Context: an optimization exercise on an open-source flow, tuned for small area. The choices shown serve that exercise and are no tape-out recipe.
RTL that was checked went through simulation tests only; none was proved equivalent to the original.

==> flow/design.v <==
module qd_core (
    input  wire        clk,
    input  wire        rst,             
    input  wire        req_valid,
    output wire        req_ready,
    input  wire [31:0] req_value,
    input  wire [31:0] req_cursor,
    input  wire [31:0] req_capacity,
    output wire        wr_valid,
    output wire [31:0] wr_addr,
    output wire [15:0] wr_data,
    output wire [1:0]  wr_be,
    output wire        rsp_valid,
    output wire [31:0] rsp_cursor,
    output wire [3:0]  rsp_len,
    output wire        rsp_status
);
    localparam [6:0] C_GO   = 7'd3,
                     C_RSP  = 7'd72,
                     C_RST  = 7'd80;
    reg  [6:0]  cnt;
    reg  [38:0] r;        
    reg  [31:0] cur;      
    reg  [3:0]  len;      
    wire idle   = (cnt == 7'd0);
    wire dabble = (cnt <= 7'd34);
    wire rotate = (cnt <= 7'd41);     
    wire accept = req_valid & idle & ~rst;
    wire fault  = (req_capacity < 32'd10);
    reg  [38:0] rc;
    integer j, b;
    reg  [3:0] d, o;
    reg        en, g;
    always @(*) begin
        rc = r;
        for (j = 0; j < 9; j = j + 1) begin
            for (b = 0; b < 4; b = b + 1) d[b] = r[(32 + 4*j + b) % 39];
            en = dabble && cnt >= 4*j;
            g  = en & (d[3] | (d[2] & (d[1] | d[0])));
            o[3] = d[3] | g;
            o[2] = d[2] ^ (g & (d[2] | d[0]));
            o[1] = d[1] ^ (g & ~d[0]);
            o[0] = d[0] ^ g;
            for (b = 0; b < 4; b = b + 1) rc[(32 + 4*j + b) % 39] = o[b];
        end
    end
    wire        first = (cnt == 7'd35);
    wire [3:0]  win   = {r[32] & ~first, r[31:29]};
    wire        slot  = (cnt[1:0] == 2'd3) && (cnt >= 7'd35) && (cnt <= 7'd71);
    wire        last  = (cnt == 7'd71);
    wire        emit  = slot && ((win != 4'd0) || (len != 4'd0) || last);
    assign wr_valid   = emit & ~rst;
    assign wr_addr    = cur;
    assign wr_data    = {4'h3, win, 4'h3, win};
    assign wr_be      = 2'b01;
    assign req_ready  = idle;
    assign rsp_valid  = (cnt == C_RSP) & ~rst;
    assign rsp_cursor = cur;
    assign rsp_len    = len;
    assign rsp_status = (len == 4'd0);
    always @(posedge clk) begin
        if (rst)
            cnt <= C_RST;
        else if (accept)
            cnt <= fault ? C_RSP : C_GO;
        else if (!idle)
            cnt <= cnt + 7'd1;
        r   <= {rc[37:0], rc[38] & rotate} | ({39{accept}} & {7'd0, req_value});
        cur <= accept ? req_cursor : cur + {31'd0, emit};
        len <= accept ? 4'd0 : len + {3'd0, emit};
    end
endmodule
Settings: LEC_CHECK=0, CAP_MARGIN=20, CORE_MARGIN=2, CORE_UTILIZATION=65, SLEW_MARGIN=20; clock period 16.0 ns.
standard.sh (not shown) runs the stock make flow with config.mk's settings and CLKGATE_MAP_FILE= SYNTH_SCRIPT=/design/flow/synth_recipe.tcl, a recipe that flattens the netlist after the stock synthesis.
==> flow/flow/run.sh <==
#!/bin/bash
set -euo pipefail
export BUFFER_PORTS_ARGS="-buffer_cell sky130_fd_sc_hd__buf_1"
export CTS_ARGS="-sink_clustering_enable -repair_clock_nets -dont_use_dummy_load -buf_list sky130_fd_sc_hd__clkbuf_8 -sink_clustering_size 20"
bash standard.sh > standard.log 2>&1
Rerun with:
==> flow/design.v (replaced) <==
module qd_core (
    input  wire        clk,
    input  wire        rst,             
    input  wire        req_valid,
    output wire        req_ready,
    input  wire [31:0] req_value,
    input  wire [31:0] req_cursor,
    input  wire [31:0] req_capacity,
    output wire        wr_valid,
    output wire [31:0] wr_addr,
    output wire [15:0] wr_data,
    output wire [1:0]  wr_be,
    output wire        rsp_valid,
    output wire [31:0] rsp_cursor,
    output wire [3:0]  rsp_len,
    output wire        rsp_status
);
    localparam [6:0] C_RSP  = 7'd69,
                     C_RST  = 7'd80;
    reg  [6:0]  cnt;
    reg  [38:0] r;        
    reg  [31:0] cur;      
    reg  [3:0]  len;      
    wire idle   = &cnt;
    wire dabble = (cnt[6:5] == 2'b00);
    wire rotate = ~cnt[6];
    wire accept = req_valid & idle & ~rst;
    wire fault  = (req_capacity < 32'd10);
    wire [4:0]  k = cnt[4:0];
    wire [8:0]  en_t = {k[4] & k[3] & k[2] & (k[1] | k[0]),   
                        k[4] & k[3] & (k[2] | k[1]),          
                        k[4] & (k[3] | (k[2] & k[1])),        
                        k[4] & (k[3] | k[2] | k[1]),          
                        k[4],                                 
                        k[4] | (k[3] & k[2]),                 
                        k[4] | k[3],                          
                        k[4] | k[3] | k[2],                   
                        1'b1};
    reg  [38:0] rc;
    integer j, b;
    reg  [3:0] d, o;
    reg        en, g;
    always @(*) begin
        rc = r;
        for (j = 0; j < 9; j = j + 1) begin
            for (b = 0; b < 4; b = b + 1) d[b] = r[(32 + 4*j + b) % 39];
            en = dabble & en_t[j];
            g  = en & (d[3] | (d[2] & (d[1] | d[0])));
            o[3] = d[3] | g;
            o[2] = d[2] ^ (g & (d[2] | d[0]));
            o[1] = d[1] ^ (g & ~d[0]);
            o[0] = d[0] ^ g;
            for (b = 0; b < 4; b = b + 1) rc[(32 + 4*j + b) % 39] = o[b];
        end
    end
    wire        first = (cnt == 7'd32);
    wire [3:0]  win   = {r[32] & ~first, r[31:29]};
    wire        slot  = (cnt[1:0] == 2'd0) && (cnt >= 7'd32) && (cnt <= 7'd68);
    wire        last  = (cnt == 7'd68);
    wire        emit  = slot && ((win != 4'd0) || (len != 4'd0) || last);
    assign wr_valid   = emit & ~rst;
    assign wr_addr    = cur;
    assign wr_data    = {4'h3, win, 4'h3, win};
    assign wr_be      = 2'b01;
    assign req_ready  = idle;
    assign rsp_valid  = (cnt == C_RSP) & ~rst;
    assign rsp_cursor = cur;
    assign rsp_len    = len;
    assign rsp_status = (len == 4'd0);
    reg  [32:0] cc;
    reg  [4:0]  lc;
    integer i;
    always @(*) begin
        cc[0] = emit;
        for (i = 0; i < 32; i = i + 1) cc[i+1] = cc[i] & cur[i];
        lc[0] = emit;
        for (i = 0; i < 4; i = i + 1) lc[i+1] = lc[i] & len[i];
    end
    always @(posedge clk) begin
        if (rst)
            cnt <= C_RST;
        else if (accept & fault)
            cnt <= C_RSP;
        else if (!idle || accept)
            cnt <= cnt + 7'd1;
        r   <= {rc[37:0], rc[38] & rotate} | ({39{accept}} & {7'd0, req_value});
        cur <= accept ? req_cursor : cur ^ cc[31:0];
        len <= accept ? 4'd0 : len ^ lc[3:0];
    end
endmodule
Result: Non-clock buffer count goes up by 1. Final cell count is lower by about a fifth. Core utilization goes up by 0.98 points. Die area went down by a few percent. Critical path depth rises by 32. Sequential share of layout area went up by 1.9 points. Count of clock-buffer cells in the layout stays the same.
The RTL of the first run of this note was laid out without a check of its function.

==> separate check: timing with driven ports <==
No port has a modelled driver above. Below, the same layouts with a new extraction and two added sets of constraints. Step 1 sets driving cells, clkbuf_16 on the clock port and buf_2 on the other inputs (assumed; they add their load-dependent delay and slew). Step 2, shift: input delay + t, output delay - t, t = (earliest + latest rising clock arrival at the registers) / 2. This alone moves slack from input paths to output paths. a / b / c = ideal / step 1 / step 2; a / b = the first two.
| run | t (ns) | slack for setup (ns) | hold slack, ns | slew at the worst register clock pin (ns) | worst data-port slew with drivers (ns) |
|---|---|---|---|---|---|
| the first run | 0.367 | 8.723 / 8.704 / 8.704 | 0.405 / 0.405 / 0.405 | 0.09 / 0.09 | 0.05 |
| the second run | 0.361 | 8.303 / 8.303 / 8.303 | 0.399 / 0.399 / 0.399 | 0.09 / 0.09 | 0.05 |
After both steps every run listed still meets setup and hold. For the first run, which loses most, drivers alone change the setup slack by -0.019 ns; drivers and shift together by -0.019 ns.
